Source: an optimization exercise on an open RTL-to-GDS flow (aim: small area, a short achievable clock period and few clock cycles). Production flows keep margins and buffers that such runs may drop. Function was checked by simulation only, so behaviour that the tests miss may differ from the original. No activity file was given, so power comes from the tool's default toggle rates.

Setup of v6:
==> flow/design.v (excerpt) <==
module wzwave_fbs (
    input  wire        clk,
    input  wire        rst,
    input  wire        in_valid,
    input  wire [7:0]  in_data,
    output wire        in_ready,
    output wire        out_valid,
    input  wire        out_ready,
    output wire        out_hdr,
    output wire        out_last,
    output wire [3:0]  out_type,
    output wire [71:0] out_data
);
    localparam integer KB = 1;                
    localparam [3:0] C_CTL  = 4'd0,  C_MIS  = 4'd1,  C_BAD  = 4'd2,  C_MAL  = 4'd3,
                     C_VER  = 4'd4,  C_MEM  = 4'd5,  C_SUC  = 4'd6,  C_INIT = 4'd7,
                     C_NPI  = 4'd8,  C_SEND = 4'd9,  C_RNI  = 4'd10, C_UPD  = 4'd11,
                     C_ROUT = 4'd12, C_CMD  = 4'd13, C_OPQ  = 4'd14, C_SCB  = 4'd15;
    localparam [3:0] A_NOP = 4'd0, A_LEN = 4'd1, A_SH0 = 4'd2, A_SH  = 4'd3,
                     A_SHP = 4'd4, A_HDR = 4'd6, A_DAT = 4'd7,
                     A_MSK = 4'd8, A_XOR = 4'd9;
    function [1:0] off0(input [3:0] code);
        case (code)
            C_SUC, C_SEND, C_RNI, C_SCB, C_MEM, C_INIT, C_ROUT: off0 = 2'd3;
            default: off0 = 2'd0;
        endcase
    endfunction
    reg  [7:0]    T;
    reg  [2047:0] ring;
    wire          we;
    wire [7:0]    wd;
    reg  [7:0]    sel;
    always @(posedge clk) begin
        if (rst) T <= 8'd0;
        else     T <= T + 8'd1;
        ring <= {ring[2039:0], we ? wd : ring[2047:2040]};
    end
    wire [7:0] amask   = (8'd1 << KB) - 8'd1;
    wire [7:0] rdat    = ring[{sel & ~amask, 3'b000} +: 8];
    wire       aligned = ((sel & amask) == 8'd0);
    reg  [7:0] b, sk;
  ...
Settings: LEC_CHECK=0, CAP_MARGIN=20, CORE_MARGIN=2, CORE_UTILIZATION=40, CTS_CLUSTER_DIAMETER=60, CTS_CLUSTER_SIZE=24, SLEW_MARGIN=20, SYNTH_HIERARCHICAL=1; clock period 10.0 ns.
standard.sh (not shown) runs the stock make flow with config.mk's settings and CLKGATE_MAP_FILE= SYNTH_SCRIPT=/design/flow/synth_recipe.tcl, a recipe that flattens the netlist after the stock synthesis.
==> flow/flow/run.sh <==
#!/bin/bash
# The standard layout (the standard.sh: ORFS synthesis through finish) with a
# tighter timing-repair target: repair_timing aims at a setup slack of
# SETUP_SLACK_MARGIN ns at the design's clock period, may resize cells across
# footprints, and the port buffers start out as buf_4 cells.
set -euo pipefail
bash standard.sh SETUP_SLACK_MARGIN=6.6 MATCH_CELL_FOOTPRINT=0 \
    "BUFFER_PORTS_ARGS=-buffer_cell sky130_fd_sc_hd__buf_4" finish > standard.log 2>&1
Testbench counts of v6, summed over its fixed seeds: cycles 31,867.
[inputs] v7 vs v6
--- a/flow/design.v
+++ b/flow/design.v
@@ -90,19 +90,19 @@
             if (qpop) begin
                 qrp  <= qrp1;
                 qrp1 <= (qrp1 == 4'd11) ? 4'd0 : qrp1 + 4'd1;
             end
         end
         if (qpush) qm[qwp] <= qin;
     end
     localparam [1:0] R_HUNT = 2'd0, R_SOF = 2'd1, R_BODY = 2'd2;
     reg  [1:0] rx;
-    reg  [7:0] rL, acc, rs, wa;
+    reg  [7:0] acc, rs, wa;
     reg  [1:0] rph;
     reg        d0, d1;
     reg  [3:0] kcode;
     reg        kmal;
     reg        al;           
     reg        blk;          
     reg        livec;
     reg  [7:0] agec;         
     reg  [7:0] Hr;           
@@ -161,47 +161,44 @@
         else                    f_code = body_code;
     end
     assign qin = {f_code, (rx == R_BODY) ? rs : T};
     always @(posedge clk) begin
         if (rst) begin
             rx <= R_HUNT;
         end else if (take) begin
             case (rx)
                 R_HUNT: if (is_sof) rx <= R_SOF;
-                R_SOF: begin
-                    if (lt3) begin
-                        rx <= is_sof ? R_SOF : R_HUNT;
-                    end else begin
-                        rL   <= b;
-                        rph  <= 2'd0;
-                        rrem <= b - 8'd1;
-                        acc  <= ~b;
-                        rs   <= T;
-                        rx   <= R_BODY;
-                    end
-                end
-                default: begin
-                    if (rph != 2'd2) rph <= rph + 2'd1;
-                    rrem <= rrem - 8'd1;
-                    acc  <= acc ^ b;
-                    if (rph == 2'd0) begin
-                        d0 <= (b == 8'h00);
-                        d1 <= (b == 8'h01);
-                    end
-                    if (rph == 2'd1) begin
-                        kcode <= k_code;
-                        kmal  <= (rL - 8'd3) < k_nmin;
-                    end
-                    if (blast) rx <= R_HUNT;
-                end
+                R_SOF:  rx <= lt3 ? (is_sof ? R_SOF : R_HUNT) : R_BODY;
+                default: if (blast) rx <= R_HUNT;
             endcase
         end
     end
+    always @(posedge clk) begin
+        if (take && rx == R_SOF) begin
+            rph  <= 2'd0;
+            rrem <= b - 8'd1;
+            acc  <= ~b;
+            rs   <= T;
+        end
+        if (take && rx == R_BODY) begin
+            if (rph != 2'd2) rph <= rph + 2'd1;
+            rrem <= rrem - 8'd1;
+            acc  <= acc ^ b;
+            if (rph == 2'd0) begin
+                d0 <= (b == 8'h00);
+                d1 <= (b == 8'h01);
+            end
+            if (rph == 2'd1) begin
+                kcode <= k_code;
+                kmal  <= rrem <= k_nmin;
+            end
+        end
+    end
     reg        i_v;
     reg  [3:0] i_code;
     reg  [7:0] i_s;
     reg        i_ph;          
     reg        i_last;        
     reg        i_rd;          
     reg  [2:0] i_h;
     reg  [7:0] i_k, i_end;
     reg  [7:0] rq;
@@ -398,23 +395,24 @@
         if ((hmove && t2_v) || (!hmove && push)) begin
             rq2     <= rdat;
             t2_act  <= s_act;
             t2_nf   <= s_nfx[3];
             t2_msk  <= s_nfx[2];
             t2_code <= i_code;
             t2_last <= i_last;
             t2_j    <= s_j;
         end
-        if (rst) begin
-            i_v  <= 1'b0;
-        end else begin
+        if (rst)
+            i_v <= 1'b0;
+        else if (inext)
+            i_v <= qne;
+        begin
             if (inext) begin
-                i_v    <= qne;
                 i_code <= qh_code;
                 i_s    <= qh_s;
                 i_ph   <= 1'b0;
                 i_h    <= 3'd0;
                 i_k    <= 8'd0;
                 i_last <= first_last(qh_code);
                 i_rd   <= 1'b1;
             end else if (ifire) begin
                 i_ph   <= n_ph;
Results
- v7: done, clean on timing, DRC and antenna
- First element of the critical path: od[10] -> v6, od[52] -> v7
- Count of clock-buffer cells in the layout shrinks slightly when moving from v6 to v7.
- v7 does better than v6 on clock tree skew after final layout.
- Global-route usage: v7 vs v6, no meaningful difference
- Going from v6 to v7, synthesized area per cell shrinks by 0.41%.
- Diff v6 -> v7: post-layout instance count excluding filler cells decreased 52, clock group share of total power decreased 1.5 points.
Testbench counts of v7, summed over its fixed seeds: cycles 31,867.

==> separate check: timing with driven ports <==
In the flow no input, the clock included, has a driving cell. The finished layouts below were timed again as built, in two steps.
Step 1 sets driving cells, clkbuf_16 on the clock port and buf_2 on the other inputs (assumed; they add their load-dependent delay and slew).
Step 2 moves the port delays by t, midway between the first and last clock arrival at a register: inputs arrive t later, outputs are due t later. That takes back most of the time a late clock gives input paths.
Three values: ideal, step 1, step 2; two values: the first two.
run | t, ns | setup slack, ns | worst register clock-pin slew, ns | worst slew at a driven data input, ns | cell pins on the clock port's net
v6 | 0.893 | 6.605 / 6.519 / 5.807 | 0.09 / 0.09 | 0.05 | 1
v7 | 0.877 | 6.571 / 6.491 / 5.904 | 0.10 / 0.10 | 0.07 | 1
After both steps every run listed still meets setup and hold. The setup slack of v6, which loses most, moves by -0.086 ns with the drivers and by -0.798 ns with both steps.
